Background: an optimization exercise with open tools, aiming at small area and a short achievable clock period. Do not read the settings as production practice. At most, simulation tests tie the RTL to the original design; equivalence was not proved. No activity file was given, so power comes from the tool's default toggle rates.

ember:
==> flow/design.v (excerpt) <==
module sfs (
    input  wire        clk,
    input  wire        rst,         
    input  wire        clr,         
    input  wire        in_valid,
    input  wire [7:0]  in_data,
    output wire        in_ready,
    output wire        res_valid,
    output wire [1:0]  res_kind,    
    output wire [31:0] res_idx,
    output wire [15:0] res_x,
    output wire [15:0] res_y,
    output wire [15:0] res_z,
    output wire [31:0] res_ax,
    output wire [31:0] res_ay,
    output wire [31:0] res_az,
    output wire [31:0] res_loss,
    input  wire        cfg_we,
    input  wire [2:0]  cfg_addr,
    input  wire [31:0] cfg_wdata,
    output reg  [31:0] cfg_rdata
);
export LEC_CHECK = 0
export CAP_MARGIN = 10
export CORE_MARGIN = 2
export CORE_UTILIZATION = 65
export CTS_BUF_LIST = sky130_fd_sc_hd__clkbuf_4
export CTS_CLUSTER_SIZE = 16
export PLACE_DENSITY = 0.75
export SETUP_SLACK_MARGIN = 5
export SLEW_MARGIN = 10
export SYNTH_HIERARCHICAL = 1
export SYNTH_MINIMUM_KEEP_SIZE = 0
create_clock -name core_clock -period 12.0 [get_ports {clk}]
standard.sh (not shown) runs the stock make flow with config.mk's settings and CLKGATE_MAP_FILE= SYNTH_SCRIPT=/design/flow/synth_recipe.tcl, a recipe that flattens the netlist after the stock synthesis.
==> flow/flow/run.sh <==
#!/bin/bash
# Layout flow: the standard ORFS flow (standard.sh, standard synthesis
# unchanged), with these changes to how the layout is made:
#  - the port buffers that buffer_ports adds are the smallest buffer cell
#    (every input and output still gets its own buffer);
#  - clock tree synthesis inserts no dummy loads.
# make's full output goes to standard.log in the folder this runs in; ORFS
# writes each step's own log under orfs/logs.
set -euo pipefail
bash standard.sh \
    "BUFFER_PORTS_ARGS=-buffer_cell sky130_fd_sc_hd__buf_1" \
    SETUP_SLACK_MARGIN=6 \
    "CTS_ARGS=-sink_clustering_enable -repair_clock_nets -dont_use_dummy_load -sink_clustering_size 16 -buf_list sky130_fd_sc_hd__clkbuf_4" \
    finish > standard.log 2>&1
Changes in xenon relative to ember:
--- a/flow/design.v
+++ b/flow/design.v
@@ -59,29 +59,26 @@
     wire [31:0] loss_run_t   = chain(loss_run);
     wire [31:0] loss_total_t = chain(loss_total);
     wire loss_run_go   = op_lost & ~(&loss_run);
     wire loss_total_go = op_lost & ~(&loss_total);
     wire [31:0] rd_data;
     sfs_rd5 #(.W(4)) u_rd0 (.addr(cfg_addr), .rst(rst),
         .v0(scale_num[3:0]), .v1({idx_wrap, pos}), .v2(idx[3:0]),
         .v3(loss_run[3:0]), .v4(loss_total[3:0]), .y(rd_data[3:0]));
-    genvar gs;
-    generate
-        for (gs = 1; gs < 4; gs = gs + 1) begin : g_rd4
-            sfs_rd4 #(.W(4)) u_rd (.addr(cfg_addr), .rst(rst),
-                .v0(scale_num[4*gs +: 4]), .v2(idx[4*gs +: 4]),
-                .v3(loss_run[4*gs +: 4]), .v4(loss_total[4*gs +: 4]), .y(rd_data[4*gs +: 4]));
-        end
-        for (gs = 4; gs < 8; gs = gs + 1) begin : g_rd3
-            sfs_rd3 #(.W(4)) u_rd (.addr(cfg_addr), .rst(rst),
-                .v2(idx[4*gs +: 4]), .v3(loss_run[4*gs +: 4]), .v4(loss_total[4*gs +: 4]),
-                .y(rd_data[4*gs +: 4]));
-        end
-    endgenerate
+    sfs_rd4 #(.W(6)) u_rd1 (.addr(cfg_addr), .rst(rst),
+        .v0(scale_num[9:4]), .v2(idx[9:4]),
+        .v3(loss_run[9:4]), .v4(loss_total[9:4]), .y(rd_data[9:4]));
+    sfs_rd4 #(.W(6)) u_rd2 (.addr(cfg_addr), .rst(rst),
+        .v0(scale_num[15:10]), .v2(idx[15:10]),
+        .v3(loss_run[15:10]), .v4(loss_total[15:10]), .y(rd_data[15:10]));
+    sfs_rd3 #(.W(8)) u_rd3 (.addr(cfg_addr), .rst(rst),
+        .v2(idx[23:16]), .v3(loss_run[23:16]), .v4(loss_total[23:16]), .y(rd_data[23:16]));
+    sfs_rd3 #(.W(8)) u_rd4 (.addr(cfg_addr), .rst(rst),
+        .v2(idx[31:24]), .v3(loss_run[31:24]), .v4(loss_total[31:24]), .y(rd_data[31:24]));
     always @(*) cfg_rdata = rd_data;
     wire run_clear = rst | clr;
     always @(posedge clk) begin
         idx        <= (idx ^ (idx_t & {32{op_emit}})) & {32{~run_clear}};
         idx_wrap   <= (idx_wrap | (op_emit & (&idx))) & ~run_clear;
         loss_run   <= (loss_run ^ (loss_run_t & {32{loss_run_go}})) & {32{~(run_clear | op_emit)}};
         loss_total <= (loss_total ^ (loss_total_t & {32{loss_total_go}})) & {32{~run_clear}};
     end
## What came out
The final total power of xenon and that of ember are within noise of each other.
xenon gives more synthesized area per cell than ember did.
In xenon, the power density normalized to cell area came out about 0.7% below the value in ember.
Row final net count: xenon higher / ember lower
The run showing the greater core utilization is xenon.
No functional check of the RTL was part of any run of this note.


sfs, a different RTL version from the one above (not shown whole).
Size in the first run: roughly 360 flip-flops, about 290 I/O pins.
clock: 12.0 ns
lec_check: 0
cap_margin: 20
core_margin: 2
core_utilization: 65
cts_buf_list: sky130_fd_sc_hd__clkbuf_4
cts_cluster_size: 16
place_density: 0.75
setup_slack_margin: 5
slew_margin: 20
synth_hierarchical: 1
synth_minimum_keep_size: 0
Scripts as last shown in full above: flow/flow/run.sh
The baseline completed without violations.
Then changed:
--- a/flow/design.v
+++ b/flow/design.v
@@ -110,37 +110,37 @@
         if (pos == 3'd4) buf3 <= in_data;
         if (pos == 3'd5) buf4 <= in_data;
         if (at_emit) begin
             d5     <= in_data;
             s_hold <= scale_num;
         end
     end
     reg [2:0] k1, k2, k3, k4, k5, k6;
     wire [2:0] k0 = op_emit ? 3'b110 :
                     op_lost ? 3'b101 :
                     accept  ? 3'b100 :
-                    (clr & ~rst) ? 3'b001 : 3'b000;
+                    (clr & ~rst) ? 3'b010 : 3'b000;
     always @(posedge clk) begin
         if (rst) begin
             k1 <= 3'd0; k2 <= 3'd0; k3 <= 3'd0;
             k4 <= 3'd0; k5 <= 3'd0; k6 <= 3'd0;
         end else begin
             k1 <= k0; k2 <= k1; k3 <= k2;
             k4 <= k3; k5 <= k4; k6 <= k5;
         end
     end
-    wire st1 = k1[1];
-    wire st2 = k2[1];
-    wire st3 = k3[1];
-    wire st4 = k4[1];
-    wire st5 = k5[1];
+    wire st1 = k1[2] & k1[1];
+    wire st2 = k2[2] & k2[1];
+    wire st3 = k3[2] & k3[1];
+    wire st4 = k4[2] & k4[1];
+    wire st5 = k5[2] & k5[1];
     wire        hi     = st1 | st3 | st5;
     wire [7:0]  m_b    = st1 ? buf1 : st2 ? buf2 : st3 ? buf3 :
                          st4 ? buf4 : st5 ? d5 : buf0;
     wire        m_prev = (st1 & buf0[7]) | (st3 & buf2[7]) | (st5 & buf4[7]);
     wire [15:0] m_s    = (st1 | st2 | st3 | st4 | st5) ? s_hold : scale_num;
     reg  [23:0] q;                     
     wire [15:0] m_a    = q[23:8] & {16{hi}};
     wire [23:0] m_o;
     sfs_mac u_mac (.b(m_b), .prev(m_prev), .s(m_s), .a(m_a), .o(m_o));
     reg [7:0]  ax_lo, ay_lo, az_lo;
     reg [23:0] ax_hi, ay_hi;
@@ -155,31 +155,29 @@
             y1_keep <= buf3;
         end
         if (st2) ax_hi <= q;
         if (st3) ay_lo <= q[7:0];
         if (st4) ay_hi <= q;
         if (st5) az_lo <= q[7:0];
     end
     reg [31:0] r;
     wire [31:0] r_t   = chain(r);
     wire        r_sat = &r;
     wire [31:0] r_inc = (r ^ r_t) | {32{r_sat}};
-    wire        r_zero = k6[1] | (~k6[2] & k6[0]);    
-    wire        r_step = k6[2] & k6[0] & ~r_sat;       
     always @(posedge clk) begin
         if (rst)
             r <= 32'd0;
-        else if (at_emit)
+        else if (op_emit)
             r <= idx;
         else
-            r <= (r ^ (r_t & {32{r_step}})) & {32{~r_zero}};
+            r <= (r ^ (r_t & {32{k6[0] & ~r_sat}})) & {32{~k6[1]}};
     end
     assign res_valid = k6[2] & ~rst;
     assign res_kind  = k6[1:0];
     assign res_idx   = r;
     assign res_loss  = r_inc;
     assign res_x     = {x1_keep, x0_keep};
     assign res_y     = {y1_keep, y0_keep};
     assign res_z     = {d5, buf4};
     assign res_ax    = {ax_hi, ax_lo};
     assign res_ay    = {ay_hi, ay_lo};
     assign res_az    = {q, az_lo};
Total power came out higher by about a fifth.
Utilization barely changes.
Routed wire length grows slightly.
Global-route usage falls by 0.23 points.
Sequential power went up by a few percent.
First-iteration DRC count shrinks slightly.
Sequential share of layout area falls by 0.11 points.
Critical path depth went down by 1.
No functional check of the RTL was part of the first run of this note.


juniper:
Starting RTL as in the previous note.
## sfs
module sfs (
    input  wire        clk,
    input  wire        rst,         
    input  wire        clr,         
    input  wire        in_valid,
    input  wire [7:0]  in_data,
    output wire        in_ready,
    output wire        res_valid,
    output wire [1:0]  res_kind,    
    output wire [31:0] res_idx,
    output wire [15:0] res_x,
    output wire [15:0] res_y,
    output wire [15:0] res_z,
    output wire [31:0] res_ax,
    output wire [31:0] res_ay,
    output wire [31:0] res_az,
    output wire [31:0] res_loss,
    input  wire        cfg_we,
    input  wire [2:0]  cfg_addr,
    input  wire [31:0] cfg_wdata,
    output reg  [31:0] cfg_rdata
);
Settings: LEC_CHECK=0, CAP_MARGIN=10, CORE_MARGIN=2, CORE_UTILIZATION=65, CTS_BUF_LIST=sky130_fd_sc_hd__clkbuf_4, CTS_CLUSTER_SIZE=16, PLACE_DENSITY=0.75, SETUP_SLACK_MARGIN=5, SLEW_MARGIN=10, SYNTH_HIERARCHICAL=1, SYNTH_MINIMUM_KEEP_SIZE=0; clock period 12.0 ns.
Scripts as last shown in full above: flow/flow/run.sh
What violet does differently from juniper at the input level:
--- a/flow/design.v
+++ b/flow/design.v
@@ -77,47 +77,43 @@
     always @(*) cfg_rdata = rd_data;
     wire run_clear = rst | clr;
     always @(posedge clk) begin
         idx        <= (idx ^ (idx_t & {32{op_emit}})) & {32{~run_clear}};
         idx_wrap   <= (idx_wrap | (op_emit & (&idx))) & ~run_clear;
         loss_run   <= (loss_run ^ (loss_run_t & {32{loss_run_go}})) & {32{~(run_clear | op_emit)}};
         loss_total <= (loss_total ^ (loss_total_t & {32{loss_total_go}})) & {32{~run_clear}};
     end
+    wire [15:0] scale_next = rst ? SCALE_RESET :
+                             (cfg_we && cfg_addr == REG_SCALE) ? cfg_wdata[15:0] : scale_num;
     always @(posedge clk) begin
+        scale_num <= scale_next;
         if (rst) begin
             pos        <= 3'd0;
-            scale_num  <= SCALE_RESET;
         end else begin
             if (clr) begin
                 pos        <= 3'd0;
             end else begin
                 if (op_sync)
                     pos <= 3'd1;
                 if (op_data)
                     pos <= pos + 3'd1;
                 if (op_emit)
                     pos <= 3'd0;
             end
-            if (cfg_we && cfg_addr == REG_SCALE)
-                scale_num <= cfg_wdata[15:0];
         end
     end
     reg [7:0]  d5;            
-    reg [15:0] s_hold;        
     always @(posedge clk) begin
         if (pos == 3'd1) buf0 <= in_data;
         if (pos == 3'd2) buf1 <= in_data;
         if (pos == 3'd3) buf2 <= in_data;
         if (pos == 3'd4) buf3 <= in_data;
         if (pos == 3'd5) buf4 <= in_data;
-        if (at_emit) begin
-            d5     <= in_data;
-            s_hold <= scale_num;
-        end
+        if (at_emit)     d5   <= in_data;
     end
     reg [2:0] k1, k2, k3, k4, k5, k6;
     wire [2:0] k0 = op_emit ? 3'b110 :
                     op_lost ? 3'b101 :
                     accept  ? 3'b100 :
                     (clr & ~rst) ? 3'b001 : 3'b000;
     always @(posedge clk) begin
         if (rst) begin
@@ -128,21 +124,24 @@
             k4 <= k3; k5 <= k4; k6 <= k5;
         end
     end
     wire st1 = k1[1];
     wire st2 = k2[1];
     wire st3 = k3[1];
     wire st4 = k4[1];
     wire st5 = k5[1];
+    reg [15:0] s_hold;
+    always @(posedge clk)
+        if (!(op_emit | st1 | st2 | st3 | st4)) s_hold <= scale_next;
     wire        hi     = st1 | st3 | st5;
     wire [7:0]  m_b    = st1 ? buf1 : st2 ? buf2 : st3 ? buf3 :
                          st4 ? buf4 : st5 ? d5 : buf0;
     wire        m_prev = (st1 & buf0[7]) | (st3 & buf2[7]) | (st5 & buf4[7]);
-    wire [15:0] m_s    = (st1 | st2 | st3 | st4 | st5) ? s_hold : scale_num;
+    wire [15:0] m_s    = s_hold;
     reg  [23:0] q;                     
     wire [15:0] m_a    = q[23:8] & {16{hi}};
     wire [23:0] m_o;
     sfs_mac u_mac (.b(m_b), .prev(m_prev), .s(m_s), .a(m_a), .o(m_o));
     reg [7:0]  ax_lo, ay_lo, az_lo;
     reg [23:0] ax_hi, ay_hi;
     reg [7:0]  x0_keep, x1_keep, y0_keep, y1_keep;    
     always @(posedge clk) begin
Results
Of violet and juniper, it is violet that has the lower sum of routed wire segments on met1.
Comparing juniper and violet, the lower combinational power share was measured on violet.
violet vs juniper — horizontal die dimension dropped about 0.36%.
Looking at juniper and violet, the part of the cycle the worst path needs is a wash.
The run showing the smaller average instance area after synthesis is violet.
violet reached the final stage; the timing, DRC and antenna checks on its layout passed.
Looking at core utilization, violet sits 0.77 points below juniper.
In the reports for juniper and violet, the smaller number of nets in the layout belongs to violet.
Changes observed in violet relative to juniper: endpoint arrival time on the critical path decreased 0.02 ns; largest net degree at the start of global routing decreased 2; synthesized cell count decreased 7; total power decreased 0.014 mW.
Non-clock buffer count went down by a few percent going from juniper to violet.
violet against juniper; synthesized area is down slightly.
Function not checked in juniper: the RTL went through the layout flow alone.

re-timing with driven ports:
How much do the figures lean on ideal ports? The routed layouts below were timed once more, with nothing changed but the port constraints. Step 1, drivers: a clkbuf_16 drives clk and a buf_2 each remaining input, both assumed. Step 2 adds t to the input delays and takes it off the output delays; t is the mean of the earliest and latest rising clock arrival at the registers after step 1. Input paths then give back, and output paths get back, about the clock's delay inside the block. a / b / c = ideal / step 1 / step 2; a / b = the first two.
run	shift t [ns]	slack for setup (ns)	worst slew at a driven data input, ns	cell pins on the clock port's net
ember	0.724	5.949 / 5.927 / 5.927	0.05	1
xenon	0.750	6.010 / 5.991 / 5.991	0.06	1
the first run of note 2	0.763	6.011 / 5.983 / 5.983	0.07	1
the second run of note 2	0.731	5.992 / 5.971 / 5.971	0.06	1
juniper	0.760	6.009 / 5.982 / 5.982	0.07	1
violet	0.717	6.026 / 6.005 / 6.005	0.07	1
After both steps setup and hold are still met in every run listed. For the first run of note 2, which loses most, drivers alone change the setup slack by -0.028 ns; drivers and shift together by -0.028 ns.
